Background: an optimization exercise with open tools, aiming at small area. Do not read the settings as production practice. The RTL was checked by simulation tests, not by an equivalence proof against the original design. Power is estimated from default activity; no workload was simulated.

<file path="design/flow/run.sh">
#!/bin/bash
# synth_recipe.tcl (not shown) runs the flow's synth.tcl, then flattens the netlist and writes it again
# the make line also repeats each setting of config.mk as NAME=value (left out here)
make -C /OpenROAD-flow-scripts/flow DESIGN_CONFIG=/design/flow/config.mk WORK_HOME=/design/flow/orfs CLKGATE_MAP_FILE= SYNTH_SCRIPT=/design/flow/synth_recipe.tcl finish
</file>
<file path="design/flow/design.v">
module k1_crc_step (
    input  wire [15:0] acc,
    input  wire [7:0]  b,
    output reg  [15:0] nxt
);
    integer k;
    always @(*) begin
        nxt = acc ^ {b, 8'h00};
        for (k = 0; k < 8; k = k + 1)
            nxt = nxt[15] ? ((nxt << 1) ^ 16'h1021) : (nxt << 1);
    end
endmodule
module k1fcb (
    input  wire        clk,
    input  wire        rst,
    input  wire        in_valid,
    input  wire [7:0]  in_byte,
    output wire        in_ready,
    output wire        ob_valid,
    output wire [7:0]  ob_byte,
    output wire        rsp_valid,
    output wire [7:0]  rsp_op,
    output wire [7:0]  rsp_status,
    output wire [15:0] rsp_acc,
    output wire [7:0]  rsp_out,
    output wire [3:0]  rsp_xpos,
    output wire [1:0]  rsp_sflags,
    output wire [6:0]  rsp_rxn,
    output wire [6:0]  rsp_consumed,
    output wire        rsp_has_start,
    output wire [6:0]  rsp_start,
    output wire        rsp_ovf,
    output wire [15:0] rsp_len,
    output wire [15:0] rsp_type,
    output wire [15:0] rsp_dlen,
    output wire [15:0] rsp_crc_rx,
    output wire [15:0] rsp_crc_calc,
    output wire        rsp_crc_ok,
    output wire        rsp_dlen_ok,
    output wire        rsp_runt,
    output wire [6:0]  rsp_passes
);
    function [7:0] key;
        input [3:0] k;
        case (k)
            4'd0:  key = 8'h16;  4'd1:  key = 8'h6C;  4'd2:  key = 8'h14;  4'd3:  key = 8'hE6;
            4'd4:  key = 8'h2E;  4'd5:  key = 8'h91;  4'd6:  key = 8'h0D;  4'd7:  key = 8'h40;
            4'd8:  key = 8'h21;  4'd9:  key = 8'h35;  4'd10: key = 8'hD5;  4'd11: key = 8'h40;
            4'd12: key = 8'h13;  4'd13: key = 8'h03;  4'd14: key = 8'hE9;  default: key = 8'h80;
        endcase
    endfunction
    localparam [4:0] S_IDLE = 5'd0,  S_ARG  = 5'd1,
                     T_IN   = 5'd2,  T_CHK  = 5'd3,  T_INC  = 5'd4,
                     T_H0   = 5'd5,  T_H1   = 5'd6,  T_H2   = 5'd7,  T_H3   = 5'd8,
                     T_R0   = 5'd9,  T_R1   = 5'd10, T_R2   = 5'd11, T_R3   = 5'd12,
                     T_DATA = 5'd13, T_PAD  = 5'd14, T_C0   = 5'd15, T_C1   = 5'd16,
                     T_E0   = 5'd17, T_E1   = 5'd18,
                     D_START= 5'd19, D_SCAN = 5'd20, D_L0   = 5'd21, D_L1   = 5'd22,
                     D_REG  = 5'd23, D_C1   = 5'd24, D_E0   = 5'd25, D_E1   = 5'd26,
                     D_DW   = 5'd27, D_MW   = 5'd28, D_OUT  = 5'd29, D_OUT2 = 5'd30,
                     D_FIN  = 5'd31;
    localparam [2:0] R_OK = 3'd0, R_WAITN = 3'd1, R_WAITS = 3'd2, R_DISC = 3'd3,
                     R_RESYNC = 3'd4, R_OVF = 3'd5, R_COMPACT = 3'd6, R_MSG = 3'd7;
    reg  [511:0] ring;
    wire [7:0]   tap = ring[7:0];
    reg  [5:0]  ph, tph;
    reg         full;
    reg  [15:0] acc;
    reg  [3:0]  xpos;
    reg  [1:0]  sflags;
    reg  [4:0]  st;
    reg  [4:0]  opr;         
    reg  [6:0]  cons, passes;
    reg  [5:0]  ist, len, j;
    reg  [15:0] crx, crc, t;
    reg         prev_ab, odd, tlong;
    reg  [2:0]  rs;
    wire s_idle = st == S_IDLE;
    wire s_arg  = st == S_ARG;
    wire a_push = opr[4];
    wire a_xor  = opr[2];
    wire a_xb   = opr[2] & opr[0];
    wire tph0 = tph == 6'd0;
    wire tphl = tph == 6'd63;
    wire is_ab = tap == 8'hAB;
    wire is_cd = tap == 8'hCD;
    wire op_stat  = in_byte == 8'h02;
    wire op_flush = in_byte == 8'h23;
    wire op_multi = in_byte == 8'h11 || in_byte == 8'h18 || in_byte == 8'h19 ||
                    in_byte == 8'h20 || in_byte == 8'h21 || in_byte == 8'h22 ||
                    in_byte == 8'h23 || in_byte == 8'h30;
    wire op_legal = op_multi || in_byte == 8'h00 || in_byte == 8'h01 || in_byte == 8'h02 ||
                    in_byte == 8'h10 || in_byte == 8'h12;
    wire t_end = t == 16'hFFFB;
    wire n_lt8 = (tph0 & ~full) | (tph[5:3] == 3'b111 & tph[2:0] != 3'b000);
    assign in_ready = (s_idle & (~(op_stat | op_flush) | tph0)) |
                      (s_arg & (~a_push | full | tph0)) |
                      (st == T_IN) |
                      (st == T_DATA & ~t_end);
    wire take = in_valid & in_ready;
    wire rx_out = (st == D_OUT) | (st == D_OUT2);
    reg  [7:0] x;
    always @(*) begin
        case (st)
            T_H0:    x = 8'hAB;
            T_H1:    x = 8'hCD;
            T_H2:    x = t[7:0];
            T_H3:    x = t[15:8];
            T_R0,
            T_R1:    x = crx[7:0];
            T_R2:    x = ~t[7:0];
            T_R3:    x = ~t[15:8];
            T_PAD:   x = 8'h00;
            T_C0:    x = crc[7:0];
            T_C1:    x = crc[15:8];
            T_E0:    x = 8'hDC;
            T_E1:    x = 8'hBA;
            D_OUT,
            D_OUT2:  x = tap;
            default: x = in_byte;
        endcase
    end
    wire t_region = (st == T_R0) | (st == T_R1) | (st == T_R2) | (st == T_R3) |
                    (st == T_DATA) | (st == T_PAD) | (st == T_C0) | (st == T_C1);
    wire kon = (s_arg & a_xb) | t_region | rx_out;
    wire [7:0] kb = key(s_arg ? xpos : j[3:0]);
    wire [7:0] ob = x ^ (kon ? kb : 8'h00);
    assign ob_byte = ob;
    assign rsp_out = ob;
    wire t_emit = (st == T_H0) | (st == T_H1) | (st == T_H2) | (st == T_H3) |
                  (st == T_R0) | (st == T_R1) | (st == T_R2) | (st == T_R3) |
                  (st == T_DATA & take) | (st == T_PAD) | (st == T_C0) | (st == T_C1) |
                  (st == T_E0) | (st == T_E1);
    assign ob_valid = rx_out | (t_emit & ~tlong);
    wire [15:0] crc_out;
    k1_crc_step u_crc (.acc(s_arg ? acc : crc), .b(rx_out ? ob : x), .nxt(crc_out));
    wire fin_go = (st == D_FIN) & (rs != R_MSG | j == 6'd60);
    assign rsp_valid = (take & ((s_idle & ~op_multi) | s_arg)) | (st == T_E1) | fin_go;
    assign rsp_op = s_idle ? in_byte : {2'b00, opr[4], opr[3], opr[2], 1'b0, opr[1], opr[0]};
    reg [7:0] status;
    always @(*) begin
        case (st)
            S_IDLE:  status = {7'd0, ~op_legal};
            S_ARG:   status = {6'd0, a_push & full, 1'b0};
            T_E1:    status = {6'd0, tlong, tlong};
            default:
                case (rs)
                    R_OK:      status = 8'h00;
                    R_WAITN,
                    R_WAITS:   status = 8'h10;
                    R_DISC:    status = 8'h11;
                    R_RESYNC,
                    R_OVF:     status = 8'h12;
                    R_COMPACT: status = 8'h13;
                    default:   status = 8'h15;
                endcase
        endcase
    end
    assign rsp_status = status;
    assign rsp_acc       = acc;
    assign rsp_xpos      = xpos;
    assign rsp_sflags    = sflags;
    assign rsp_rxn       = {full, ph};
    assign rsp_consumed  = cons;
    assign rsp_has_start = (rs == R_WAITS) | rs[2];
    assign rsp_start     = {1'b0, ist};
    assign rsp_ovf       = rs == R_OVF;
    assign rsp_passes    = passes;
    wire [15:0] m_type = {ring[47:40] ^ 8'h6C, ring[39:32] ^ 8'h16};
    wire [15:0] m_dl   = {ring[63:56] ^ 8'hE6, ring[55:48] ^ 8'h14};
    wire [15:0] m_dlen = (len[5:1] == 5'd0) ? 16'd0 : m_dl;
    assign rsp_len      = {10'd0, len};
    assign rsp_type     = m_type;
    assign rsp_dlen     = m_dlen;
    assign rsp_crc_rx   = crx;
    assign rsp_crc_calc = crc;
    assign rsp_crc_ok   = crx == crc;
    assign rsp_dlen_ok  = (m_dlen >= 16'd4) && (m_dlen <= {10'd0, len});
    assign rsp_runt     = len[5:2] == 4'd0;
    wire wr = s_arg & a_push & take & ~full;
    always @(posedge clk)
        ring <= {wr ? in_byte : tap, ring[511:8]};
    reg       drop_a, drop_b;    
    reg       short_fr;
    always @(*) begin
        drop_a = 1'b0;
        drop_b = 1'b0;
        case (st)
            D_START, D_SCAN:
                if ((st == D_SCAN || ph == 6'd0) && !(st == D_START && n_lt8) &&
                    !((st == D_SCAN) && prev_ab && is_cd) && tphl) begin
                    drop_a = is_ab;
                    drop_b = ~is_ab;
                end
            D_E1:
                drop_b = tap == 8'hBA;
            D_DW:
                if (rs == R_COMPACT) drop_a = j == 6'd60;
                else                 drop_b = j == 6'd61;
            default: ;
        endcase
    end
    wire [6:0] cons_add = cons + {1'b0, ph} + {6'd0, drop_b};
    always @(*) begin
        case (st)
            D_L0:    short_fr = tph0 | (tap > 8'd56);
            D_L1:    short_fr = tph0 | (tap != 8'd0);
            D_REG,
            D_C1:    short_fr = tph0;
            D_E0:    short_fr = tph0 | tphl;
            default: short_fr = 1'b0;
        endcase
    end
    always @(posedge clk) begin
        ph  <= ph + 6'd1;
        tph <= tph + 6'd1;
        j   <= j + 6'd1;
        if (drop_a | drop_b) begin
            ph   <= {5'd0, drop_a};
            full <= 1'b0;
            cons <= cons_add;
        end
        if (rst) begin
            st <= S_IDLE;
            ph <= 6'd0;
            tph <= 6'd0;
            full <= 1'b0;
            acc <= 16'd0;
            xpos <= 4'd0;
            sflags <= 2'd0;
        end else begin
            case (st)
                S_IDLE: if (take) begin
                    opr <= {in_byte[5], in_byte[4], in_byte[3], in_byte[1], in_byte[0]};
                    case (in_byte)
                        8'h01: begin
                            acc <= 16'd0;
                            xpos <= 4'd0;
                            sflags <= 2'd0;
                            ph <= 6'd0;
                            tph <= 6'd0;
                            full <= 1'b0;
                        end
                        8'h10: acc <= 16'd0;
                        8'h11, 8'h18, 8'h19, 8'h20: st <= S_ARG;
                        8'h21, 8'h22: begin
                            cons <= 7'd0;
                            passes <= 7'd1;
                            st <= D_START;
                        end
                        8'h23: begin
                            cons <= {full, ph};
                            ph <= 6'd1;
                            full <= 1'b0;
                            rs <= R_OK;
                            st <= D_FIN;
                        end
                        8'h30: begin
                            j <= 6'd0;
                            st <= T_IN;
                        end
                        default: ;
                    endcase
                end
                S_ARG: if (take) begin
                    st <= S_IDLE;
                    if (a_push) begin
                        if (full) begin
                            sflags[1] <= 1'b1;
                        end else begin
                            tph <= tph;
                            full <= ph == 6'd63;
                        end
                    end else if (a_xor) begin
                        xpos <= a_xb ? xpos + 4'd1 : in_byte[3:0];
                    end else begin
                        acc <= crc_out;
                    end
                end
                T_IN: begin
                    if (!take) j <= j;
                    if (take) begin
                        if (!j[1]) crx <= {ob, crx[15:8]};
                        else if (!j[0]) t[7:0] <= in_byte;
                        else begin
                            t[15:8] <= in_byte;
                            st <= T_CHK;
                        end
                    end
                end
                T_CHK: begin
                    odd <= t[0];
                    tlong <= t > 16'd65530;
                    j <= 6'd0;
                    st <= T_INC;
                end
                T_INC: begin
                    t <= t + 16'd1;
                    if ((j == 6'd3 && !odd) || j == 6'd4) st <= T_H0;
                end
                T_H0: st <= T_H1;
                T_H1: st <= T_H2;
                T_H2: st <= T_H3;
                T_H3: begin
                    t <= ~t;
                    crc <= 16'd0;
                    j <= 6'd0;
                    st <= T_R0;
                end
                T_R0: begin
                    crc <= crc_out;
                    crx <= {ob, crx[15:8]};
                    if (odd) t <= t + 16'd1;
                    st <= T_R1;
                end
                T_R1: begin crc <= crc_out; st <= T_R2; end
                T_R2: begin crc <= crc_out; st <= T_R3; end
                T_R3: begin crc <= crc_out; st <= T_DATA; end
                T_DATA: begin
                    if (t_end) begin
                        j <= j;
                        st <= j[0] ? T_PAD : T_C0;
                    end else if (take) begin
                        crc <= crc_out;
                        t <= t + 16'd1;
                    end else begin
                        j <= j;
                    end
                end
                T_PAD: begin crc <= crc_out; st <= T_C0; end
                T_C0: st <= T_C1;
                T_C1: st <= T_E0;
                T_E0: st <= T_E1;
                T_E1: st <= S_IDLE;
                D_START, D_SCAN: if (st == D_SCAN || ph == 6'd0) begin
                    if (st == D_START && n_lt8) begin
                        rs <= R_WAITN;
                        st <= D_FIN;
                    end else begin
                        prev_ab <= is_ab;
                        if (is_ab) ist <= ph;
                        if (st == D_SCAN && prev_ab && is_cd) begin
                            j <= 6'd62;
                            st <= D_L0;
                        end else if (tphl) begin
                            rs <= R_DISC;
                            st <= D_FIN;
                        end else begin
                            st <= D_SCAN;
                        end
                    end
                end
                D_L0: begin
                    len <= tap[5:0];
                    st <= D_L1;
                end
                D_L1: st <= D_REG;
                D_REG: if (j == len) st <= D_C1;
                D_C1: st <= D_E0;
                D_E0: if (tap != 8'hDC) begin
                    rs <= R_RESYNC;
                    st <= D_DW;
                end else begin
                    st <= D_E1;
                end
                D_E1: if (tap != 8'hBA) begin
                    rs <= R_RESYNC;
                    st <= D_DW;
                end else begin
                    rs <= R_MSG;
                    st <= D_MW;
                end
                D_DW: if (drop_a | drop_b) begin
                    if (rs == R_OVF) sflags[0] <= 1'b1;
                    if (opr[1]) begin
                        passes <= passes + 7'd1;
                        st <= D_START;
                    end else begin
                        st <= D_FIN;
                    end
                end
                D_MW: if (j == 6'd63) begin
                    crc <= 16'd0;
                    st <= D_OUT;
                end
                D_OUT: begin
                    crx <= {ob, crx[15:8]};
                    if (j == len) st <= D_OUT2;
                    else crc <= crc_out;
                end
                D_OUT2: begin
                    crx <= {ob, crx[15:8]};
                    st <= D_FIN;
                end
                D_FIN: if (fin_go) st <= S_IDLE;
                default: ;
            endcase
            if (short_fr) begin
                if (!full) begin
                    rs <= R_WAITS;
                    st <= D_FIN;
                end else begin
                    rs <= (ist != 6'd0) ? R_COMPACT : R_OVF;
                    st <= D_DW;
                end
            end
        end
    end
endmodule
</file>
<file path="design/flow/constraint.sdc">
create_clock -name core_clock -period 11.0 [get_ports {clk}]
set_input_delay 2.2000 -clock core_clock [delete_from_list [all_inputs] [get_ports {clk}]]
set_output_delay 2.2000 -clock core_clock [all_outputs]
set_load 0.01 [all_outputs]
</file>
<file path="design/flow/config.mk">
export PLATFORM = sky130hd
export DESIGN_NAME = k1fcb
export DESIGN_NICKNAME = k1fcb
export VERILOG_FILES = /design/flow/design.v
export SDC_FILE = /design/flow/constraint.sdc
export NUM_CORES = 4
export LEC_CHECK = 0
export CAP_MARGIN = 20
export CORE_MARGIN = 2
export CORE_UTILIZATION = 40
export PLACE_DENSITY = 0.6
export SLEW_MARGIN = 20
</file>
==> qor.yml, run 1 <==
fp.dieW_um: 231
cp.required_ns: 8.80
grt_pass1_wl_mm: 78.7
die-height_um: 231
dp_hpwl_mm: 36.6
multi_input_area_sq_mm: 0.00623
drc: 0
initial_utilization: 0.403
status: "no timing/DRC/antenna violations"
cts_tree: "built"
yosysSeqAreaShare: 0.664
synthDominantCellAreaShare: 0.542
cts_resized: 0
cp-end-kind: "primary output"
placed_cell_area_sq_mm: 0.0228
synth_cells: 1719
num_vias: 13371
ant_nets: 0
setup.worst_path.start_class: "input pin"
fmax_mhz: 137
hold_viol_final: 0
r2r_slack_ns: 6.51
slew_violations: 0
io_pins: 181
root_buffer: "clkbuf_16"
place_congestion: 0.915
avgSynthCellArea_sq_um: 12.0
power.switching_w: 0.00168
clock_sinks: 643
clock_power_share: 0.359
skew_ns: 0.0535
cts_inserted_buffers: 60
switching_share: 0.284
hold_ws_ns: 0.299
cellInternalPower_w: 0.00424
synth_ff_type: "dfxtp_1"
first_pass_iters: 6
yosysWarnings: 2
clk_pin_slew_worst_paths_ns: 0.06
cts_htree_levels: 2
tightest_slew_ns: 1.25
final_common_cell: "dfxtp_1"
fin_area_sq_mm: 0.0250
setup_viol: 0
rsz0062_at_grt: "no"
crit_fanout: 7
core_sq_mm: 0.0512
grt_max_degree: 63
n_fill_cell: 4533
synth.cell_area_sq_mm: 0.0206
critPathKind: "in2out"
layout_common_cells: "dfxtp_1, clkdlybuf4s50_1, nand2_1"
clk_path_buf_depth: 3
ir_drop_mv: 0.138
antenna_found_initial: 1
cts_hold_buf: 0
gr-total-overflow: 0
tns_ns: 0
maxCapViolations: 0
wl_per_cell_um: 19.8
insertion_delay_ns: 0.65
drt_wl_total_mm: 51.9
combPwrFrac: 0.193
grt_pass1_vias: 13011
synth_cell_types: 101
crit_arrival_ns: 5.12
synthTopCellsByArea: "dfxtp_1, edfxtp_1, xnor2_1"
track_usage: 0.192
fin_ws_ns: 3.68
drtIter0Drc: 940
p_per_area_mw_per_mm2: 237
dieArea_sq_mm: 0.0535
sequentialPowerShare: 0.448
finalNetCount: 1926
fin_crit_ns: 7.32
async_reset_ff_frac: 0
area_delta_synth_final_pct: 20.8
seq_area_sq_mm: 0.0137
leakage_nw: 9.51
min_path_type: "reg2reg"
rows: 83
min_period_over_period: 0.666
cts_setup_buffers: 0
synth_top_area_cell: "dfxtp_1"
io_buffer_count: 165
drt-vias-per-instance: 5.11
synth.ff_latch_count: 643
drive_above_1_share: 0.0986
synth_edf_count: 84
relSlewSlack: 0.164
pre_cts_ws_ns: 3.71
[area by class of cell]
class	count	area share
Antenna cell	1	0.000100
Clock buffer	88	0.0734
Inverter	49	0.00737
Sequential cell	643	0.550
Timing Repair Buffer	189	0.0734
Multi-Input combinational cell	943	0.250
Clock inverter	26	0.0121
Tap cell	680	0.0341
[flip-flops by register name, summed over array words and instances (netlist names), 7 cells and up]
name,flops
ring,512
acc,16
crc,16
crx,16
t,16
cons,7
passes,7
[path summary, 6_finish.rpt]
path / startpoint / end / cells after the start
worst max-delay path: in_byte[2] / ob_valid / 10
worst max register to register: st[0]$_SDFFE_PP0P_ / crc[12]$_SDFFCE_PN0P_ / 13
worst min-delay path: ring[470]$_DFF_P_ / ring[462]$_DFF_P_ / 0
worst min register to register: ring[470]$_DFF_P_ / ring[462]$_DFF_P_ / 0
[power groups by stage]
stage | clock (W) | combinational (W) | sequential [W]
after floorplan | 0 | 0.000761 | 0.00266
after global placement | 0 | 0.00112 | 0.00270
after detailed placement | 0 | 0.00113 | 0.00270
after CTS | 0.00219 | 0.00114 | 0.00265
after global routing | 0.00228 | 0.00123 | 0.00267
final | 0.00213 | 0.00114 | 0.00265
[critical path, cell delays in order]
cell and delay [ns]:
clkdlybuf4s50_1 0.63, or3_1 0.52, or3_1 0.35, o21ai_1 0.21, a31oi_2 0.22, nor2_1 0.13
o21ai_0 0.09, nand3b_1 0.17, nand2_1 0.10, clkdlybuf4s50_1 0.50
[cell families (layout without fill, tap and decap cells)]
logic type,after synthesis,count (layout),share of synthesized area
AO/OA/AOI/OAI,293,293,0.0974
AND/OR/NAND/NOR,476,476,0.120
other,1,16,0.000182
adder cells (fa/ha/maj),29,29,0.0183
multiplexers,35,35,0.0176
buffers and inverters,147,352,0.0373
flip-flops,643,643,0.664
XOR/XNOR,95,95,0.0448
[routing by layer]
layer,track usage,vias to the layer above,share of wire
met1,0.262,6477,0.45
met3,0.0466,107,0.075
met4,0.0669,2,0.031
li1,-,6275,-
met5,0,-,0.00025
met2,0.299,510,0.44
[Yosys cell counts (17+ instances only)]
library cell,n
nor2b_1,30
buf_2,18
nand3_1,53
inv_1,48
mux2i_1,24
nor3_1,29
and3_1,21
a21oi_1,81
clkbuf_1,33
xnor2_1,52
buf_4,36
nand2b_1,17
nand2_1,107
nor2_1,106
dfxtp_1,559
xor2_1,32
ha_1,27
o21ai_0,57
edfxtp_1,84
nand4_1,18
[metrics by stage]
step                utilization  power [W]  cells
floorplan                     -    0.00342   1733
global placement          0.446    0.00382   2504
detailed placement        0.446    0.00383   2504
CTS                       0.487    0.00597   2618
global route              0.487    0.00618   2618
finish                    0.487    0.00592   2619
==> inputs of run 2 (changes only) <==
--- a/design/flow/config.mk
+++ b/design/flow/config.mk
@@ -10,2 +10,4 @@
 export CORE_UTILIZATION = 40
+export CTS_CLUSTER_DIAMETER = 150
+export CTS_CLUSTER_SIZE = 25
 export PLACE_DENSITY = 0.6
==> run 2 against run 1 <==
Compared with the run above: final area is 5.3% lower; power is 16% lower; critical path depth is the same; clock-buffer cell count is 46 lower; via count fell by 1.7%; clock skew fell by 0.0011 ns; setup slack improved by 0.0085 ns; combinational power hardly changed; largest cell class unchanged.
==> qor.yml, run 2 <==
status: "no timing/DRC/antenna violations"
dp_hpwl_mm: 36.6  # unchanged
synthTopCellsByArea: "dfxtp_1, edfxtp_1, xnor2_1"
ir_drop_mv: 0.137  # -0.80%
synth.ff_latch_count: 643  # unchanged
slew_violations: 0  # unchanged
gr-total-overflow: 0  # unchanged
finalNetCount: 1895  # -1.6%
insertion_delay_ns: 0.64  # about the same
synth_top_area_cell: "dfxtp_1"
synth.cell_area_sq_mm: 0.0206  # unchanged
min_to: "ring[261]$_DFF_P_"
tns_ns: 0  # unchanged
rr_worst_depth: 13  # unchanged
layout_common_cells: "dfxtp_1, clkdlybuf4s50_1, nand2_1"
grt_max_degree: 63  # unchanged
die-height_um: 231  # unchanged
synth.cells.most_frequent: "dfxtp_1, nand2_1, nor2_1"
cp.required_ns: 8.80  # about the same
r2r_slack_ns: 6.59  # +0.08 ns
drtIter0Drc: 1068  # +14%
grt_pass1_wl_mm: 76.9  # -2.2%
crit_arrival_ns: 5.11  # about the same
switching_share: 0.299  # +0.0142
drive_above_1_share: 0.0632  # -0.0354
tightest_slew_ns: 1.20  # -0.0513 ns
largest_register_ffs: 512  # unchanged
place_congestion: 0.915  # unchanged
track_usage: 0.187  # -0.00543
synth_ff_type: "dfxtp_1"
hold_ws_ns: 0.315  # +0.0159 ns
avgSynthCellArea_sq_um: 12.0  # unchanged
min_period_over_period: 0.665  # -0.000774
num_antenna_cells: 0  # -1
antenna_found_initial: 1  # unchanged
clock_power_share: 0.237  # -0.122
wl_per_cell_um: 20.1  # +1.1%
cts_hold_buf: 0  # unchanged
clk_pin_slew_worst_paths_ns: 0.11  # +0.05 ns
first_pass_iters: 6  # unchanged
fmax_mhz: 137  # +0.12%
setup.worst_path.start_class: "input pin"
drc: 0  # unchanged
drt-vias-per-instance: 5.16  # +1.0%
maxCapViolations: 0  # unchanged
leakage_nw: 8.85  # -7.0%
io_buffer_count: 165  # unchanged
synth_cells: 1719  # unchanged
synth_edf_count: 84  # unchanged
root_buffer: "clkbuf_16"
cp-end-kind: "primary output"
cts_tree: "built"
dieArea_sq_mm: 0.0535  # unchanged
clock_sinks: 643  # unchanged
crit_fanout: 7  # unchanged
sequentialPowerShare: 0.533  # +0.085
relSlewSlack: 0.199  # +0.0342
io_pins: 181  # unchanged
cts_setup_buffers: 0  # unchanged
hold_viol_final: 0  # unchanged
cts_inserted_buffers: 29  # -52%
critPathKind: "in2out"
skew_ns: 0.0524  # -0.00110 ns
grt_pass1_vias: 12537  # -3.6%
r2r_start: "st[0]$_SDFFE_PP0P_"
core_sq_mm: 0.0512  # unchanged
min_path_type: "reg2reg"
power.switching_w: 0.00149  # -12%
initial_utilization: 0.403  # unchanged
hold_depth: 0  # unchanged
synthDominantCellAreaShare: 0.542  # unchanged
ant_nets: 0  # unchanged
rsz0062_at_grt: "no"
area_delta_synth_final_pct: 14.4
largest_register: "ring"
fp.dieW_um: 231  # unchanged
post-synth-top-count-cell: "dfxtp_1"
clk_path_buf_depth: 3  # unchanged
combPwrFrac: 0.230  # +0.037
cellInternalPower_w: 0.00349  # -18%
setup_viol: 0  # unchanged
fin_crit_ns: 7.31  # -0.00851 ns
num_vias: 13144  # -1.7%
cts_htree_levels: 1  # -1
yosysSeqAreaShare: 0.664  # unchanged
rows: 83  # unchanged
p_per_area_mw_per_mm2: 211  # -11%
min-delay-start: "ring[269]$_DFF_P_"
drt_wl_total_mm: 51.1  # -1.6%
cts_resized: 0  # unchanged
yosysWarnings: 2  # unchanged
r2r-end: "crc[12]$_SDFFCE_PN0P_"
final_common_cell: "dfxtp_1"
async_reset_ff_frac: 0  # unchanged
synth_cell_types: 101  # unchanged
## run 2: cell families (layout without fill, tap and decap cells)
| logic type | after synthesis | in the layout | synth area share |
|---|---|---|---|
| simple gates | 476 | 476 | 0.120 |
| mux | 35 | 35 | 0.0176 |
| other cells | 1 | 15 | 0.000182 |
| xor+xnor | 95 | 95 | 0.0448 |
| fa+ha+maj | 29 | 29 | 0.0183 |
| flops | 643 | 643 | 0.664 |
| buf+inv | 147 | 282 | 0.0373 |
| compound gates | 293 | 293 | 0.0974 |
## run 2: power groups by stage
stage | sequential [W] | clock (W) | combinational, W
floorplan | 0.00266 | 0 | 0.000761
global placement | 0.00270 | 0 | 0.00112
detailed placement | 0.00270 | 0 | 0.00113
CTS | 0.00265 | 0.00122 | 0.00114
global route | 0.00267 | 0.00131 | 0.00123
finish | 0.00265 | 0.00118 | 0.00114
## run 2: worst max path at each step
stage,from,endpoint,slack (ns),depth (start not counted)
finish,in_byte[2],ob_valid,3.69,10
global route,in_byte[2],ob_valid,3.54,10
CTS,in_byte[2],ob_valid,3.70,10
detailed placement,in_byte[2],ob_valid,3.71,10
global placement,in_byte[6],ob_valid,3.77,10
floorplan,in_byte[6],ob_valid,5.00,9
## run 2: final cells by class
type	instances	area, sq um
multi-input combinational	943	6230
fill	4662	27600
clock inverter	2	28.8
inverter	49	184
tap	680	851
sequential	643	13700
timing repair buffer	189	1830
clock buffer	42	774
## run 2: critical path: stages
cell and delay (ns):
clkdlybuf4s50_1 0.62, or3_1 0.51, or3_1 0.35, o21ai_1 0.21
a31oi_2 0.22, nor2_1 0.13, o21ai_0 0.09, nand3b_1 0.17
nand2_1 0.10, clkdlybuf4s50_1 0.50
## run 2: routing by layer
metal,share of wire,vias up,wire length [um],GRT usage
met2,0.44,508,22500,0.292
met1,0.46,6379,23300,0.263
li1,-,6163,-,-
met5,0.00025,-,13,0
met3,0.074,92,3800,0.0331
met4,0.030,2,1530,0.0599
## run 2: through the flow
step / std cells / utilization / setup WS (ns) / total power [W] / area, sq um
6_report: 2548 / 0.461 / 3.69 / 0.00498 / 23600
5_1_grt: 2548 / 0.461 / 3.54 / 0.00520 / 23600
4_1_cts: 2548 / 0.461 / 3.70 / 0.00501 / 23600
3_5_place_dp: 2504 / 0.446 / 3.71 / 0.00383 / 22800
3_3_place_gp: 2504 / 0.446 / 3.77 / 0.00382 / 22800
2_1_floorplan: 1733 / - / 5.00 / 0.00342 / 20700
==> inputs of run 3 (changes only) <==
==> design/flow/flow/run.sh (new file) <==
#!/bin/bash
# Standard ORFS layout, except that the technology mapping in synthesis uses an
# area-oriented ABC script (flow/abc_map.script) in place of ORFS's abc_speed.script.
# Everything else (the synthesis passes before and after ABC, flop mapping, floorplan,
# power grid, placement, CTS, routing) is ORFS's own, run through the standard.sh.
set -euo pipefail
here=$(pwd)
rm -rf "$here/scripts"
cp -r "$FLOW_HOME/scripts" "$here/scripts"
cp "$here/flow/abc_map.script" "$here/scripts/abc_speed.script"
export SCRIPTS_DIR="$here/scripts"
bash "$here/standard.sh" > "$here/orfs_make.log" 2>&1
==> design/flow/flow/abc_map.script (new file) <==
&get -n
&st
&dch -f
&nf -R 1000 -p
&st
&if -g -K 6
&synch2
&nf -R 1000 -p
&st
&dc2
&dch -f
&nf -R 1000 -p
&st
&syn2
&dch -f
&nf -R 1000 -p
&put
==> design/flow/standard.sh (new file) <==
#!/bin/bash
# synth_recipe.tcl (not shown) runs the flow's synth.tcl, then flattens the netlist and writes it again
# the make line also repeats each setting of config.mk as NAME=value (left out here)
make -C /OpenROAD-flow-scripts/flow DESIGN_CONFIG=/design/flow/config.mk WORK_HOME=/design/flow/orfs CLKGATE_MAP_FILE= SYNTH_SCRIPT=/design/flow/synth_recipe.tcl "${@:-finish}"
--- a/design/flow/config.mk
+++ b/design/flow/config.mk
@@ -10,4 +10,4 @@
 export CORE_UTILIZATION = 40
-export CTS_CLUSTER_DIAMETER = 150
-export CTS_CLUSTER_SIZE = 25
+export CTS_CLUSTER_DIAMETER = 80
+export CTS_CLUSTER_SIZE = 30
 export PLACE_DENSITY = 0.6
removed: design/flow/run.sh
==> run 3 against run 2 <==
Compared with the run above: still clean on timing, DRC and antenna; register-to-register slack worse by 0.80 ns; power increased by 5.6%; global-route usage up 0.82 points; hold slack better by 0.013 ns; die area down 6.1%.
==> qor.yml, run 3 <==
drive_above_1_share: 0.0432  # -0.0200
async_reset_ff_frac: 0  # unchanged
synth.cells.most_frequent: "dfxtp_1, nor2_1, nand2_1"
initial_utilization: 0.406  # +0.00235
r2r-end: "crc[15]$_SDFFCE_PN0P_"
core_sq_mm: 0.0477  # -6.7%
finalNetCount: 1832  # -3.3%
root_buffer: "clkbuf_16"
io_buffer_count: 165  # unchanged
synth_edf_count: 84  # unchanged
placed_cell_area_sq_mm: 0.0218  # -4.3%
num_vias: 12611  # -4.1%
cts_resized: 0  # unchanged
layout_common_cells: "dfxtp_1, clkdlybuf4s50_1, nor2_1"
p_total_w: 0.00526  # +5.6%
dieArea_sq_mm: 0.0502  # -6.1%
first_pass_iters: 5  # -1
io_pins: 181  # unchanged
avgSynthCellArea_sq_um: 12.2  # +1.7%
insertion_delay_ns: 0.63  # about the same
switching_share: 0.320  # +0.0212
cts_tree: "built"
synth_compound_area_frac: 0.0865  # -0.0109
fin_crit_ns: 7.52  # +0.207 ns
crit_arrival_ns: 5.32  # +0.21 ns
tightest_slew_ns: 1.09  # -0.107 ns
power.switching_w: 0.00168  # +13%
yosys-mux-area-fraction: 0.0134  # -0.00420
slew_violations: 0  # unchanged
fin_area_sq_mm: 0.0229  # -3.2%
setup_viol: 0  # unchanged
drtIter0Drc: 1033  # -3.3%
p_per_area_mw_per_mm2: 230  # +9.1%
drt_wl_total_mm: 49.6  # -3.0%
synth_ff_type: "dfxtp_1"
grt_max_degree: 34  # -46%
leakage_nw: 8.57  # -3.1%
tns_ns: 0  # unchanged
largest_register: "ring"
rows: 80  # -3.6%
synth_xor_xnor_area_share: 0.0353  # -0.00957
ant_nets: 0  # unchanged
grt_pass1_wl_mm: 74.8  # -2.7%
clock_sinks: 643  # unchanged
min_period_over_period: 0.684  # +0.0188
sequentialPowerShare: 0.505  # -0.028
clk_pin_slew_worst_paths_ns: 0.10  # about the same
hold_depth: 0  # unchanged
crit_fanout: 11  # +4
drt-vias-per-instance: 5.21  # +0.94%
synthDominantCellAreaShare: 0.578  # +0.0358
cts_hold_buf: 0  # unchanged
status: "no timing/DRC/antenna violations"
yosysSeqAreaShare: 0.708  # +0.0439
min_path_type: "reg2reg"
setup.worst_path.start_class: "input pin"
hold_ws_ns: 0.327  # +0.0127 ns
rsz0062_at_grt: "no"
drc: 0  # unchanged
yosysWarnings: 2  # unchanged
clk_path_buf_depth: 3  # unchanged
synth_cells: 1586  # -7.7%
yosys.area_share.adder: 0.0195  # +0.00121
gr-total-overflow: 0  # unchanged
combPwrFrac: 0.240  # +0.010
min_to: "ring[325]$_DFF_P_"
clock_power_share: 0.255  # +0.018
post-synth-top-count-cell: "dfxtp_1"
place_congestion: 0.917  # +0.15%
r2r_start: "st[0]$_SDFFE_PP0P_"
maxCapViolations: 0  # unchanged
synth-simple-area-share: 0.115  # -0.00510
final_common_cell: "dfxtp_1"
r2r_slack_ns: 5.79  # -0.80 ns
cts_htree_levels: 1  # unchanged
critPathKind: "in2out"
utilization: 0.479  # +0.0176
cts_inserted_buffers: 31  # +6.9%
antenna_found_initial: 0  # -1
largest_register_ffs: 512  # unchanged
synth.ff_latch_count: 643  # unchanged
synth.cell_area_sq_mm: 0.0194  # -6.2%
synth_top_family_by_area: "simple AND/OR/NAND/NOR gates"
area_delta_synth_final_pct: 18.0
min-delay-start: "ring[333]$_DFF_P_"
track_usage: 0.195  # +0.00824
hold_viol_final: 0  # unchanged
die-height_um: 224  # -3.1%
cts_setup_buffers: 0  # unchanged
skew_ns: 0.0323  # -0.0201 ns
synth_top_area_cell: "dfxtp_1"
ir_drop_mv: 0.145  # +5.6%
relSlewSlack: 0.266  # +0.0673
rr_worst_depth: 16  # +3
dp_hpwl_mm: 35.7  # -2.3%
cp.required_ns: 8.80  # about the same
grt_pass1_vias: 12244  # -2.3%
synth_cell_types: 59  # -42%
fp.dieW_um: 224  # -3.1%
synthTopCellsByArea: "dfxtp_1, edfxtp_1, nor2_1"
cellInternalPower_w: 0.00357  # +2.4%
cp-end-kind: "primary output"
wl_per_cell_um: 20.5  # +2.0%
num_antenna_cells: 0  # unchanged
fmax_mhz: 133  # -2.8%
[run 3: routing by layer]
layer,GRT usage,routed length [um],up-vias
li1,-,-,5926
met2,0.293,21300,441
met4,0.0688,1730,0
met1,0.281,23300,6153
met3,0.0371,3240,91
met5,0,0,-
[run 3: worst max-delay path, cell delays in order]
cell and delay, ns:
clkdlybuf4s50_1 0.72, nor2_1 0.10, and4b_1 0.23, and3_1 0.24, clkinv_1 0.08, a31oi_1 0.07, nand2_1 0.16, and2_0 0.31
nor3_1 0.09, o41ai_1 0.48, clkdlybuf4s50_1 0.63
[run 3: cell type report]
| class | count | area (sq um) |
|---|---|---|
| fill | 4363 | 24900 |
| sequential | 643 | 13700 |
| multi-input combinational | 877 | 5320 |
| timing repair buffer | 192 | 1850 |
| clock buffer | 34 | 787 |
| tap | 615 | 769 |
| clock inverter | 14 | 246 |
| inverter | 47 | 176 |
[run 3: how the worst max path moves through the flow]
| stage | depth (start not counted) | start | slack (ns) | end |
|---|---|---|---|---|
| after floorplan | 12 | st[0]$_SDFFE_PP0P_ | 4.94 | rsp_out[6] |
| after global placement | 11 | in_byte[7] | 3.53 | ob_valid |
| after global routing | 11 | in_byte[3] | 3.30 | ob_valid |
| after detailed placement | 11 | in_byte[7] | 3.48 | ob_valid |
| final | 11 | in_byte[3] | 3.48 | ob_valid |
| after CTS | 11 | in_byte[3] | 3.47 | ob_valid |
[run 3: cells by family (layout without fill, tap and decap cells)]
logic type | Yosys count | in the layout
flip-flops | 643 | 643
AND/OR/NAND/NOR | 474 | 474
AO/OA/AOI/OAI | 256 | 256
buffers and inverters | 80 | 287
XOR/XNOR | 78 | 78
adder cells (fa/ha/maj) | 29 | 29
multiplexers | 25 | 25
other | 1 | 15
[run 3: power by group through the flow]
stage	sequential (W)	combinational (W)	clock [W]
after floorplan	0.00268	0.000735	0
after global placement	0.00270	0.00124	0
after detailed placement	0.00271	0.00124	0
after CTS	0.00265	0.00125	0.00139
after global routing	0.00267	0.00137	0.00147
final	0.00265	0.00126	0.00134
[run 3: per-stage QoR]
| step | cells | setup slack (ns) |
|---|---|---|
| floorplan | 1600 | 4.94 |
| global placement | 2374 | 3.53 |
| detailed placement | 2374 | 3.48 |
| CTS | 2422 | 3.47 |
| global route | 2422 | 3.30 |
| finish | 2422 | 3.48 |
==> inputs of run 4 (changes only) <==
--- a/design/flow/config.mk
+++ b/design/flow/config.mk
@@ -10,4 +10,4 @@
 export CORE_UTILIZATION = 40
-export CTS_CLUSTER_DIAMETER = 80
-export CTS_CLUSTER_SIZE = 30
+export CTS_CLUSTER_DIAMETER = 150
+export CTS_CLUSTER_SIZE = 25
 export PLACE_DENSITY = 0.6
==> run 4 against run 3 <==
Compared with the run above: still clean; maximum frequency grew 0.40%; combinational power barely moved; routed wire length barely moved; clock-buffer cell count increased by 3; setup slack improved by 0.030 ns; synthesized cell count unchanged; die area is the same; flip-flop and latch count did not move.
==> qor.yml, run 4 <==
status: "no timing/DRC/antenna violations"
n_fill_cell: 4375  # +0.28%
synth.ff_latch_count: 643  # unchanged
drc: 0  # unchanged
clk_path_buf_depth: 3  # unchanged
power.switching_w: 0.00158  # -6.2%
finalNetCount: 1830  # -0.11%
min_to: "ring[488]$_DFF_P_"
root_buffer: "clkbuf_16"
antenna_found_initial: 0  # unchanged
sequentialPowerShare: 0.523  # +0.018
gr-total-overflow: 0  # unchanged
tightest_slew_ns: 1.16  # +0.0687 ns
synth_top_area_cell: "dfxtp_1"
die-height_um: 224  # unchanged
drt_wl_total_mm: 49.5  # about the same
min_path_type: "reg2reg"
largest_register: "ring"
synth_compound_area_frac: 0.0865  # unchanged
min_period_over_period: 0.681  # -0.00273
clock_power_share: 0.229  # -0.026
dieArea_sq_mm: 0.0502  # unchanged
synth.cells.most_frequent: "dfxtp_1, nor2_1, nand2_1"
track_usage: 0.194  # -0.00101
hold_viol_final: 0  # unchanged
area_delta_synth_final_pct: 16.8
initial_utilization: 0.406  # unchanged
r2r_slack_ns: 5.77  # -0.02 ns
synth_ff_type: "dfxtp_1"
wl_per_cell_um: 20.5  # +0.29%
combPwrFrac: 0.248  # +0.008
setup_viol: 0  # unchanged
p_total_w: 0.00508  # -3.4%
synth_xor_xnor_area_share: 0.0353  # unchanged
core_sq_mm: 0.0477  # unchanged
maxCapViolations: 0  # unchanged
cp.required_ns: 8.80  # about the same
first_pass_iters: 6  # +1
async_reset_ff_frac: 0  # unchanged
dp_hpwl_mm: 35.7  # unchanged
fmax_mhz: 133  # +0.40%
place_congestion: 0.917  # unchanged
io_buffer_count: 165  # unchanged
clk_pin_slew_worst_paths_ns: 0.12  # +0.02 ns
ir_drop_mv: 0.147  # +1.3%
synth_edf_count: 84  # unchanged
clock_sinks: 643  # unchanged
layout_common_cells: "dfxtp_1, clkdlybuf4s50_1, nor2_1"
largest_register_ffs: 512  # unchanged
tns_ns: 0  # unchanged
hold_depth: 0  # unchanged
fp.dieW_um: 224  # unchanged
cts_hold_buf: 0  # unchanged
crit_arrival_ns: 5.29  # -0.03 ns
yosys-mux-area-fraction: 0.0134  # unchanged
rsz0062_at_grt: "no"
rr_worst_depth: 16  # unchanged
grt_max_degree: 34  # unchanged
rows: 80  # unchanged
synth_top_family_by_area: "simple AND/OR/NAND/NOR gates"
switching_share: 0.311  # -0.00920
skew_ns: 0.0371  # +0.00484 ns
setup.worst_path.start_class: "input pin"
insertion_delay_ns: 0.62  # about the same
synth_cell_types: 59  # unchanged
slew_violations: 0  # unchanged
cts_resized: 0  # unchanged
drtIter0Drc: 1040  # +0.68%
yosysWarnings: 2  # unchanged
yosys.area_share.adder: 0.0195  # unchanged
drive_above_1_share: 0.0356  # -0.00757
synth_cells: 1586  # unchanged
cts_inserted_buffers: 29  # -6.5%
relSlewSlack: 0.220  # -0.0462
cts_setup_buffers: 0  # unchanged
crit_fanout: 11  # unchanged
cp-end-kind: "primary output"
avgSynthCellArea_sq_um: 12.2  # unchanged
num_antenna_cells: 0  # unchanged
grt_pass1_vias: 12206  # -0.31%
critPathKind: "in2out"
r2r-end: "crc[15]$_SDFFCE_PN0P_"
synth-simple-area-share: 0.115  # unchanged
io_pins: 181  # unchanged
fin_crit_ns: 7.49  # -0.0300 ns
min-delay-start: "ring[496]$_DFF_P_"
yosysSeqAreaShare: 0.708  # unchanged
grt_pass1_wl_mm: 74.6  # -0.37%
synthDominantCellAreaShare: 0.578  # unchanged
num_vias: 12528  # -0.66%
r2r_start: "st[0]$_SDFFE_PP0P_"
ant_nets: 0  # unchanged
final_common_cell: "dfxtp_1"
cts_tree: "built"
p_per_area_mw_per_mm2: 225  # -2.3%
startpoint: "in_byte[3]"
post-synth-top-count-cell: "dfxtp_1"
leakage_nw: 8.46  # -1.3%
drt-vias-per-instance: 5.19  # -0.29%
cts_htree_levels: 1  # unchanged
synthTopCellsByArea: "dfxtp_1, edfxtp_1, nor2_1"
cellInternalPower_w: 0.00350  # -2.1%
synth.cell_area_sq_mm: 0.0194  # unchanged
==> run 4: cell counts after synthesis <==
No cell type changed its count.
==> run 4: worst max path at each step <==
stage | cells past startpoint | endpoint
2_1_floorplan | 12 | rsp_out[6]
6_report | 11 | ob_valid
4_1_cts | 11 | ob_valid
5_1_grt | 11 | ob_valid
3_3_place_gp | 11 | ob_valid
3_5_place_dp | 11 | ob_valid
==> run 4: area by class of cell <==
type                    instances  area (sq um)  area share
inverters                      47           176     0.00780
multi-input cells             877          5320       0.235
flip-flops and latches        643         13700       0.606
clock inverters                 2          28.8     0.00127
well taps                     615           769      0.0340
clock buffers                  37           756      0.0334
repair buffers                192          1850      0.0820
==> run 4: critical path, cell delays in order <==
cell and delay [ns]:
clkdlybuf4s50_1 0.72, nor2_1 0.10, and4b_1 0.23, and3_1 0.24
clkinv_1 0.08, a31oi_1 0.07, nand2_1 0.17, and2_0 0.30
nor3_1 0.09, o41ai_1 0.45, clkdlybuf4s50_1 0.62
==> run 4: kinds of logic (layout without fill, tap and decap cells) <==
group                    Yosys count  in the layout
multiplexers                      25             25
buffers and inverters             80            278
AND/OR/NAND/NOR                  474            474
flip-flops                       643            643
AO/OA/AOI/OAI                    256            256
adder cells (fa/ha/maj)           29             29
XOR/XNOR                          78             78
other                              1             15
==> run 4: metal layers <==
| metal | share of wire | vias up | wire length [um] | track usage |
|---|---|---|---|---|
| met5 | 0 | - | 0 | 0 |
| met4 | 0.033 | 0 | 1610 | 0.0630 |
| met3 | 0.068 | 97 | 3370 | 0.0378 |
| met2 | 0.43 | 436 | 21200 | 0.292 |
| met1 | 0.47 | 6073 | 23300 | 0.280 |
| li1 | - | 5922 | - | - |
==> run 4: power by group through the flow <==
stage                     sequential (W)  clock [W]  combinational [W]
after floorplan                  0.00268          0           0.000735
after global placement           0.00270          0            0.00124
after detailed placement         0.00271          0            0.00124
after CTS                        0.00265    0.00121            0.00125
after global routing             0.00267    0.00129            0.00137
final                            0.00265    0.00116            0.00126
==> run 4: stage by stage <==
stage / setup slack (ns) / area (sq um) / cells / hold WS [ns] / utilization
6_report: 3.51 / 22600 / 2413 / 0.316 / 0.474
3_3_place_gp: 3.53 / 21800 / 2374 / 0.310 / 0.457
4_1_cts: 3.47 / 22600 / 2413 / 0.316 / 0.473
3_5_place_dp: 3.48 / 21800 / 2374 / 0.312 / 0.457
2_1_floorplan: 4.94 / 19400 / 1600 / 0.310 / -
5_1_grt: 3.30 / 22600 / 2413 / 0.319 / 0.474
==> inputs of run 5 (changes only) <==
--- a/design/flow/design.v
+++ b/design/flow/design.v
@@ -72,6 +72,5 @@
     reg  [4:0]  opr;         
-    reg  [6:0]  cons, passes;
     reg  [5:0]  ist, len, j;
     reg  [15:0] crx, crc, t;
-    reg         prev_ab, odd, tlong;
+    reg         prev_ab; wire odd = rs[0], tlong = rs[1];
     reg  [2:0]  rs;
@@ -94,2 +93,4 @@
     wire t_end = t == 16'hFFFB;
+    wire [15:0] t_inc = t + 16'd1;
+    wire [6:0] cons = t[13:7];
     wire n_lt8 = (tph0 & ~full) | (tph[5:3] == 3'b111 & tph[2:0] != 3'b000);
@@ -167,3 +168,3 @@
     assign rsp_ovf       = rs == R_OVF;
-    assign rsp_passes    = passes;
+    assign rsp_passes    = t[6:0];
     wire [15:0] m_type = {ring[47:40] ^ 8'h6C, ring[39:32] ^ 8'h16};
@@ -220,3 +221,3 @@
             full <= 1'b0;
-            cons <= cons_add;
+            t[13:7] <= cons_add;
         end
@@ -246,4 +247,3 @@
                         8'h21, 8'h22: begin
-                            cons <= 7'd0;
-                            passes <= 7'd1;
+                            t[13:0] <= 14'd1;
                             st <= D_START;
@@ -251,3 +251,3 @@
                         8'h23: begin
-                            cons <= {full, ph};
+                            t[13:7] <= {full, ph};
                             ph <= 6'd1;
@@ -291,4 +291,4 @@
                 T_CHK: begin
-                    odd <= t[0];
-                    tlong <= t > 16'd65530;
+                    rs[0] <= t[0];
+                    rs[1] <= t > 16'd65530;
                     j <= 6'd0;
@@ -297,3 +297,3 @@
                 T_INC: begin
-                    t <= t + 16'd1;
+                    t <= t_inc;
                     if ((j == 6'd3 && !odd) || j == 6'd4) st <= T_H0;
@@ -312,3 +312,3 @@
                     crx <= {ob, crx[15:8]};
-                    if (odd) t <= t + 16'd1;
+                    if (odd) t <= t_inc;
                     st <= T_R1;
@@ -324,3 +324,3 @@
                         crc <= crc_out;
-                        t <= t + 16'd1;
+                        t <= t_inc;
                     end else begin
@@ -375,3 +375,3 @@
                     if (opr[1]) begin
-                        passes <= passes + 7'd1;
+                        t[6:0] <= t_inc[6:0];
                         st <= D_START;
==> design/flow/flow/abc_map.script (replaced) <==
strash
dch -f
map -a
strash
dc2
dch -f
map -a
strash
&get -n
&st
&dch -f
&nf -R 1000 -p
&put
==> run 5 against run 4 <==
Compared with the run above: non-clock buffer count down 4; core utilization down 0.15 points; hold slack about the same; final area down 3.0%; critical endpoint is now rsp_valid; clock power about the same; clock skew up 0.023 ns; first-iteration DRC count down 1.1%; critical path depth down 2; synthesized cell count down 1.0%; flip-flop and latch count down 16; still clean on timing, DRC and antenna; final cell count down 1.7%.
==> qor.yml, run 5 <==
status: "no timing/DRC/antenna violations"
cts_hold_buf: 0  # unchanged
synthTopCellsByArea: "dfxtp_1, edfxtp_1, nor2_1"
synth_cells: 1570  # -1.0%
r2r_start: "st[3]$_SDFFE_PP0P_"
fmax_mhz: 129  # -3.1%
gr-total-overflow: 0  # unchanged
rsz0062_at_grt: "no"
drtIter0Drc: 1029  # -1.1%
r2r-end: "st[3]$_SDFFE_PP0P_"
ant_nets: 0  # unchanged
async_reset_ff_frac: 0  # unchanged
io_buffer_count: 165  # unchanged
insertion_delay_ns: 0.61  # about the same
p_per_area_mw_per_mm2: 245  # +9.3%
core_sq_mm: 0.0465  # -2.7%
cts_setup_buffers: 0  # unchanged
clock_sinks: 627  # -2.5%
synth.cells.most_frequent: "dfxtp_1, nor2_1, nand2_1"
largest_register: "ring"
ir_drop_mv: 0.162  # +10%
track_usage: 0.193  # -0.00123
hold_ws_ns: 0.316  # -0.000309 ns
drt-vias-per-instance: 5.16  # -0.60%
initial_utilization: 0.405  # -0.000839
num_vias: 12236  # -2.3%
highest_layer: "met4"
n_fill_cell: 4310  # -1.5%
synthDominantCellAreaShare: 0.595  # +0.0173
skew_ns: 0.0597  # +0.0226 ns
synth_cell_types: 60  # +1.7%
die-height_um: 221  # -1.4%
drt_wl_total_mm: 48.5  # -2.1%
yosysSeqAreaShare: 0.704  # -0.00440
synth_top_area_cell: "dfxtp_1"
tightest_slew_ns: 1.18  # +0.0209 ns
avgSynthCellArea_sq_um: 12.0  # -1.9%
slew_violations: 0  # unchanged
r2r_slack_ns: 5.46  # -0.31 ns
setup_viol: 0  # unchanged
synth.ff_latch_count: 627  # -2.5%
route.met3.wl_mm: 3.20  # -5.0%
grt_max_degree: 40  # +18%
largest_register_ffs: 512  # unchanged
finalNetCount: 1795  # -1.9%
cts_tree: "built"
cts_htree_levels: 1  # unchanged
met1_length_mm: 22.5  # -3.4%
leakage_nw: 8.22  # -2.8%
cp-end-kind: "primary output"
crit_fanout: 13  # +2
drc: 0  # unchanged
fp.dieW_um: 221  # -1.4%
dp_hpwl_mm: 35.6  # -0.27%
synth_ff_type: "dfxtp_1"
synth_edf_count: 68  # -19%
cts_resized: 0  # unchanged
cts_inserted_buffers: 29  # unchanged
fin_crit_ns: 7.73  # +0.237 ns
clk_pin_slew_worst_paths_ns: 0.09  # -0.03 ns
maxCapViolations: 0  # unchanged
area_delta_synth_final_pct: 16.6
antenna_found_initial: 3  # +3
setup.worst_path.start_class: "input pin"
first_pass_iters: 6  # unchanged
rr_worst_depth: 18  # +2
dieArea_sq_mm: 0.0488  # -2.8%
cp.required_ns: 8.80  # about the same
rows: 79  # -1.3%
startpoint: "in_byte[4]"
io_pins: 181  # unchanged
final_common_cell: "dfxtp_1"
post-synth-top-count-cell: "dfxtp_1"
place_congestion: 0.881  # -3.9%
layout_common_cells: "dfxtp_1, clkdlybuf4s50_1, nor2_1"
drive_above_1_share: 0.0352  # -0.000428
worstSetupEndpoint: "rsp_valid"
relSlewSlack: 0.205  # -0.0145
p_total_w: 0.00538  # +6.0%
grt_pass1_vias: 11850  # -2.9%
min_period_over_period: 0.703  # +0.0215
root_buffer: "clkbuf_16"
tns_ns: 0  # unchanged
crit_arrival_ns: 5.53  # +0.24 ns
synth.cell_area_sq_mm: 0.0188  # -2.9%
yosysWarnings: 2  # unchanged
critPathKind: "in2out"
clk_path_buf_depth: 3  # unchanged
wl_per_cell_um: 20.4  # -0.37%
met2RoutedLength_mm: 21.5  # +1.4%
hold_viol_final: 0  # unchanged
grt_pass1_wl_mm: 72.9  # -2.2%
min_path_type: "reg2reg"
## run 5: changes by cell type in the layout (fill, tap and decap cells not counted), sizes merged, moves of 9 or more
cell	before	now
nor2	131	152
nand2	130	140
a31oi	13	22
edfxtp	84	68
nand3	57	32
a22o	13	1
a21oi	59	69
## run 5: logic make-up (layout without fill, tap and decap cells)
| family | count (synthesis) | after routing | synth area share |
|---|---|---|---|
| flip-flops | 627 | 627 | 0.704 |
| multiplexers | 27 | 27 | 0.0150 |
| AND/OR/NAND/NOR | 480 | 480 | 0.118 |
| other | 1 | 16 | 0.000199 |
| adder cells (fa/ha/maj) | 28 | 28 | 0.0194 |
| buffers and inverters | 90 | 269 | 0.0273 |
| AO/OA/AOI/OAI | 254 | 254 | 0.0875 |
| XOR/XNOR | 63 | 63 | 0.0293 |
## run 5: metal layers
| metal | GRT usage | vias up |
|---|---|---|
| li1 | - | 5761 |
| met4 | 0.0522 | 0 |
| met2 | 0.302 | 511 |
| met5 | 0 | - |
| met1 | 0.280 | 5886 |
| met3 | 0.0280 | 78 |
## run 5: worst min path at each step
stage               slack, ns           endpoint              start  cells past startpoint
finish                   0.32  ring[388]$_DFF_P_  ring[396]$_DFF_P_                      0
global route             0.31  ring[388]$_DFF_P_  ring[396]$_DFF_P_                      0
CTS                      0.31  ring[209]$_DFF_P_  ring[217]$_DFF_P_                      0
detailed placement       0.31  ring[473]$_DFF_P_  ring[481]$_DFF_P_                      0
global placement         0.31  ring[192]$_DFF_P_  ring[200]$_DFF_P_                      0
floorplan                0.31    ring[0]$_DFF_P_    ring[8]$_DFF_P_                      0
## run 5: layout make-up
| type | count | area (sq um) | area share |
|---|---|---|---|
| Inverter | 43 | 161 | 0.00736 |
| Timing Repair Buffer | 188 | 1820 | 0.0832 |
| Sequential cell | 627 | 13200 | 0.603 |
| Multi-Input combinational cell | 867 | 5160 | 0.235 |
| Tap cell | 607 | 759 | 0.0346 |
| Clock buffer | 36 | 752 | 0.0343 |
| Clock inverter | 2 | 38.8 | 0.00177 |
| Antenna cell | 1 | 2.50 | 0.000114 |
## run 5: stage by stage
step / setup slack [ns] / area, sq um / instances / util
floorplan: 4.19 / 18900 / 1584 / -
global placement: 3.35 / 21100 / 2332 / 0.455
detailed placement: 3.35 / 21100 / 2332 / 0.455
CTS: 3.35 / 21900 / 2370 / 0.472
global route: 3.09 / 21900 / 2370 / 0.472
finish: 3.27 / 21900 / 2371 / 0.472
## run 5: worst max-delay path, cell delays in order
cell,delay [ns]
clkdlybuf4s50_1,0.91
nor2_1,0.14
nand3_1,0.17
nand2_1,0.12
o21ai_0,0.32
and2_0,0.57
o21ai_0,0.17
o311ai_0,0.25
clkdlybuf4s50_1,0.68
## run 5: report_power, final
group / switching (W) / internal (W) / leakage, nW / total (W)
Sequential: 0.000195 / 0.00247 / 5.15 / 0.00267
Combinational: 0.000955 / 0.000624 / 2.70 / 0.00158
Clock: 0.000649 / 0.000487 / 0.382 / 0.00114
==> inputs of run 6 (changes only) <==
--- a/design/flow/design.v
+++ b/design/flow/design.v
@@ -71,3 +71,3 @@
     reg  [4:0]  st;
-    reg  [4:0]  opr;         
+    reg  [1:0]  sub;
     reg  [5:0]  ist, len, j;
@@ -78,5 +78,5 @@
     wire s_arg  = st == S_ARG;
-    wire a_push = opr[4];
-    wire a_xor  = opr[2];
-    wire a_xb   = opr[2] & opr[0];
+    wire a_push = sub == 2'b00;
+    wire a_xor  = sub[1];
+    wire a_xb   = sub == 2'b11;
     wire tph0 = tph == 6'd0;
@@ -139,3 +139,16 @@
     assign rsp_valid = (take & ((s_idle & ~op_multi) | s_arg)) | (st == T_E1) | fin_go;
-    assign rsp_op = s_idle ? in_byte : {2'b00, opr[4], opr[3], opr[2], 1'b0, opr[1], opr[0]};
+    reg [7:0] op_r;
+    always @(*) begin
+        if (s_idle)          op_r = in_byte;
+        else if (st == T_E1) op_r = 8'h30;
+        else if (s_arg)
+            case (sub)
+                2'b01:   op_r = 8'h11;
+                2'b10:   op_r = 8'h18;
+                2'b11:   op_r = 8'h19;
+                default: op_r = 8'h20;
+            endcase
+        else                 op_r = {6'b001000, sub};
+    end
+    assign rsp_op = op_r;
     reg [7:0] status;
@@ -234,3 +247,3 @@
                 S_IDLE: if (take) begin
-                    opr <= {in_byte[5], in_byte[4], in_byte[3], in_byte[1], in_byte[0]};
+                    sub <= {in_byte[3] | in_byte[1], in_byte[0]};
                     case (in_byte)
@@ -374,3 +387,3 @@
                     if (rs == R_OVF) sflags[0] <= 1'b1;
-                    if (opr[1]) begin
+                    if (sub[1]) begin
                         t[6:0] <= t_inc[6:0];
==> design/flow/flow/run.sh (replaced) <==
#!/bin/bash
# Standard ORFS layout through the standard.sh, with two changes:
#  * technology mapping in synthesis uses an area-oriented ABC script
#    (flow/abc_map.script) in place of ORFS's abc_speed.script;
#  * every port still gets its own buffer, but buffer_ports uses the smallest buffer
#    (sky130_fd_sc_hd__buf_1) instead of the cell it picks by default.
# Everything else (the synthesis passes before and after ABC, flop mapping, floorplan,
# power grid, placement, CTS, routing) is ORFS's own.
set -euo pipefail
here=$(pwd)
rm -rf "$here/scripts"
cp -r "$FLOW_HOME/scripts" "$here/scripts"
cp "$here/flow/abc_map.script" "$here/scripts/abc_speed.script"
export SCRIPTS_DIR="$here/scripts"
export BUFFER_PORTS_ARGS="-buffer_cell sky130_fd_sc_hd__buf_1"
bash "$here/standard.sh" > "$here/orfs_make.log" 2>&1
--- a/design/flow/config.mk
+++ b/design/flow/config.mk
@@ -9,6 +9,6 @@
 export CORE_MARGIN = 2
-export CORE_UTILIZATION = 40
+export CORE_UTILIZATION = 60
 export CTS_CLUSTER_DIAMETER = 150
 export CTS_CLUSTER_SIZE = 25
-export PLACE_DENSITY = 0.6
+export PLACE_DENSITY = 0.75
 export SLEW_MARGIN = 20
==> run 6 against run 5 <==
Compared with the run above: sequential power decreased by 2%; non-clock buffer count decreased by 8; via count increased by 1.7%; critical path type unchanged; largest power group unchanged.
==> qor.yml, run 6 <==
fp.dieW_um: 181  # -18%
cts_hold_buf: 0  # unchanged
p_per_area_mw_per_mm2: 250  # +1.7%
fmax_mhz: 139  # +7.7%
synth_edf_count: 65  # -4.4%
critPathKind: "in2out"
io_pins: 181  # unchanged
rows: 64  # -19%
crit_chain: "buf_1 > nor3_1 > and2_0 > nand4_1 > nand2_1 > a31oi_1 > or4_1 > nand2_1 > o21ai_0 > o21a_1 > buf_1"
multi_input_area_sq_mm: 0.00523  # +1.3%
pre_cts_ws_ns: 3.89  # +0.539 ns
drc: 0  # unchanged
cts_resized: 0  # unchanged
combPwrFrac: 0.271  # -0.022
track_usage: 0.282  # +0.0893
antenna_found_initial: 1  # -2
startpoint: "in_byte[7]"
synth_top_area_cell: "dfxtp_1"
fin_crit_ns: 7.17  # -0.555 ns
gr-total-overflow: 0  # unchanged
drt-vias-per-instance: 5.79  # +12%
instances_no_fill: 2151  # -9.3%
cellInternalPower_w: 0.00338  # -5.6%
cts_setup_buffers: 0  # unchanged
ant_nets: 0  # unchanged
utilization: 0.670  # +0.197
setup_viol: 0  # unchanged
critPathMaxStageDelay_ns: 0.65  # -0.26 ns
min_path_type: "reg2reg"
io_buffer_count: 165  # unchanged
final_common_cell: "dfxtp_1"
synth.ff_latch_count: 624  # -0.48%
synth_ff_type: "dfxtp_1"
synthTopCellsByArea: "dfxtp_1, edfxtp_1, nand2_1"
yosysWarnings: 2  # unchanged
root_buffer: "clkbuf_16"
cp_slowest_cell: "or4_1"
insertion_delay_ns: 0.59  # -0.02 ns
cts_htree_levels: 1  # unchanged
crit_arrival_ns: 4.97  # -0.56 ns
grt_pass1_wl_mm: 71.4  # -2.1%
tns_ns: 0  # unchanged
synth_cell_types: 54  # -10%
rsz0062_at_grt: "no"
seq_area_sq_mm: 0.0131  # -0.68%
cts_inserted_buffers: 28  # -3.4%
cp.required_ns: 8.80  # about the same
area_delta_synth_final_pct: 9.45
power.switching_w: 0.00174  # -3.2%
avgSynthCellArea_sq_um: 11.9  # -0.32%
cp-end-kind: "primary output"
worstSetupEndpoint: "ob_valid"
synthDominantCellAreaShare: 0.597  # +0.00151
wl_per_cell_um: 21.9  # +7.0%
yosysSeqAreaShare: 0.701  # -0.00302
hold_ws_ns: 0.311  # -0.00493 ns
tightest_slew_ns: 1.09  # -0.0937 ns
drive_above_1_share: 0.0313  # -0.00383
synth.cells.most_frequent: "dfxtp_1, nand2_1, nor2_1"
clk_pin_slew_worst_paths_ns: 0.09  # about the same
drt_wl_total_mm: 47.1  # -2.9%
largest_register_ffs: 512  # unchanged
n_fill_cell: 2307  # -46%
largest_register: "ring"
setup.worst_path.start_class: "input pin"
finalNetCount: 1787  # -0.45%
rr_worst_depth: 15  # -3
sequentialPowerShare: 0.509  # +0.013
hold_depth: 0  # unchanged
r2r_start: "st[0]$_SDFFE_PP0P_"
synth.cell_area_sq_mm: 0.0188  # -0.25%
relSlewSlack: 0.268  # +0.0623
crit_fanout: 11  # -2
dp_hpwl_mm: 32.7  # -8.3%
maxCapViolations: 0  # unchanged
first_pass_iters: 6  # unchanged
num_antenna_cells: 0  # -1
grt_max_degree: 42  # +5.0%
synth_cells: 1571  # +0.064%
drtIter0Drc: 1343  # +31%
dp.cells: 2114  # -9.3%
grt_pass1_vias: 11814  # -0.30%
clock_power_share: 0.220  # +0.009
die-height_um: 181  # -18%
min_period_over_period: 0.652  # -0.0504
r2r-end: "crc[5]$_SDFFCE_PN0P_"
place_congestion: 1.01  # +15%
post-synth-top-count-cell: "dfxtp_1"
switching_share: 0.340  # +0.00562
ir_drop_mv: 0.195  # +21%
cts_tree: "built"
r2r_slack_ns: 5.87  # +0.41 ns
skew_ns: 0.0466  # -0.0131 ns
clock_sinks: 624  # -0.48%
layout_common_cells: "dfxtp_1, buf_1, nand2_1"
num_vias: 12447  # +1.7%
async_reset_ff_frac: 0  # unchanged
status: "no timing/DRC/antenna violations"
dieArea_sq_mm: 0.0327  # -33%
hold_viol_final: 0  # unchanged
clk_path_buf_depth: 3  # unchanged
slew_violations: 0  # unchanged
leakage_nw: 7.69  # -6.5%
fin_ws_ns: 3.83  # +0.555 ns
initial_utilization: 0.612  # +0.207
core_sq_mm: 0.0307  # -34%
-- run 6: layout make-up --
class	instances	area share
Sequential cell	624	0.640
Multi-Input combinational cell	871	0.255
Clock buffer	36	0.0366
Timing Repair Buffer	180	0.0357
Tap cell	396	0.0241
Inverter	43	0.00786
Clock inverter	1	0.000853
-- run 6: metal layers --
metal  up-vias  wire (um)  GRT usage
met5         -          0          0
met4         0       1280     0.0694
met3        93       4430     0.0476
met2       655      21500      0.447
met1      5950      19900      0.407
li1       5749          -          -
-- run 6: kinds of logic (layout without fill, tap and decap cells) --
| kind of cell | after synthesis | after routing | share of synthesized area |
|---|---|---|---|
| AOI/OAI and AO/OA | 254 | 254 | 0.0863 |
| adders and majority gates | 28 | 28 | 0.0195 |
| muxes | 20 | 20 | 0.0111 |
| and+or+nand+nor | 488 | 488 | 0.124 |
| other | 1 | 15 | 0.000200 |
| buffers and inverters | 90 | 260 | 0.0274 |
| DFF | 624 | 624 | 0.701 |
| xor gates and xnor gates | 66 | 66 | 0.0308 |
-- run 6: critical path: cells and delay by family --
kind / cells / cell delay (ns)
simple gates: 6 / 2.00
buf+inv: 2 / 0.39
compound gates: 3 / 0.38
-- run 6: how the worst min path moves through the flow --
stage	from	to	slack, ns
floorplan	ring[8]$_DFF_P_	ring[0]$_DFF_P_	0.31
global placement	ring[282]$_DFF_P_	ring[274]$_DFF_P_	0.31
detailed placement	ring[110]$_DFF_P_	ring[102]$_DFF_P_	0.31
CTS	ring[286]$_DFF_P_	ring[278]$_DFF_P_	0.31
global route	ring[155]$_DFF_P_	ring[147]$_DFF_P_	0.33
finish	ring[286]$_DFF_P_	ring[278]$_DFF_P_	0.31
-- run 6: power by group through the flow --
stage | Sequential (W) | Clock, W | Combinational (W)
2_1_floorplan | 0.00259 | 0 | 0.000967
3_3_place_gp | 0.00265 | 0 | 0.00133
3_5_place_dp | 0.00265 | 0 | 0.00134
4_1_cts | 0.00260 | 0.00115 | 0.00135
5_1_grt | 0.00262 | 0.00122 | 0.00150
6_report | 0.00261 | 0.00113 | 0.00139
-- run 6: per-stage QoR --
step / instance area, sq um / total power (W)
after detailed placement: 19700 / 0.00399
after floorplan: 18800 / 0.00355
after CTS: 20500 / 0.00511
final: 20500 / 0.00513
after global placement: 19700 / 0.00398
after global routing: 20500 / 0.00533

==> static timing again, ports no longer ideal <==
How much do the figures lean on ideal ports? The routed layouts below were timed once more, with nothing changed but the port constraints.
Step 1 assumes that a clkbuf_16 drives the clock port and a buf_2 every other input.
Step 2 also shifts input and output timing later by t, the mid clock arrival at the registers, as if the neighbouring blocks saw the same clock.
a / b / c = no drivers / after step 1 / after step 2; a / b = the first two.
run | shift t [ns] | setup WS [ns] | worst hold slack (ns) | slew at the worst register clock pin (ns)
run 1 | 0.673 | 3.677 / 3.653 / 3.653 | 0.299 / 0.299 / 0.299 | 0.07 / 0.07
run 2 | 0.666 | 3.686 / 3.660 / 3.660 | 0.315 / 0.315 / 0.315 | 0.12 / 0.12
run 3 | 0.665 | 3.479 / 3.448 / 3.448 | 0.327 / 0.327 / 0.327 | 0.10 / 0.10
run 4 | 0.650 | 3.509 / 3.478 / 3.478 | 0.316 / 0.316 / 0.316 | 0.12 / 0.12
run 5 | 0.628 | 3.272 / 3.248 / 3.248 | 0.316 / 0.316 / 0.316 | 0.11 / 0.11
run 6 | 0.619 | 3.826 / 3.806 / 3.806 | 0.311 / 0.311 / 0.311 | 0.12 / 0.12
After both steps every run listed still meets setup and hold.
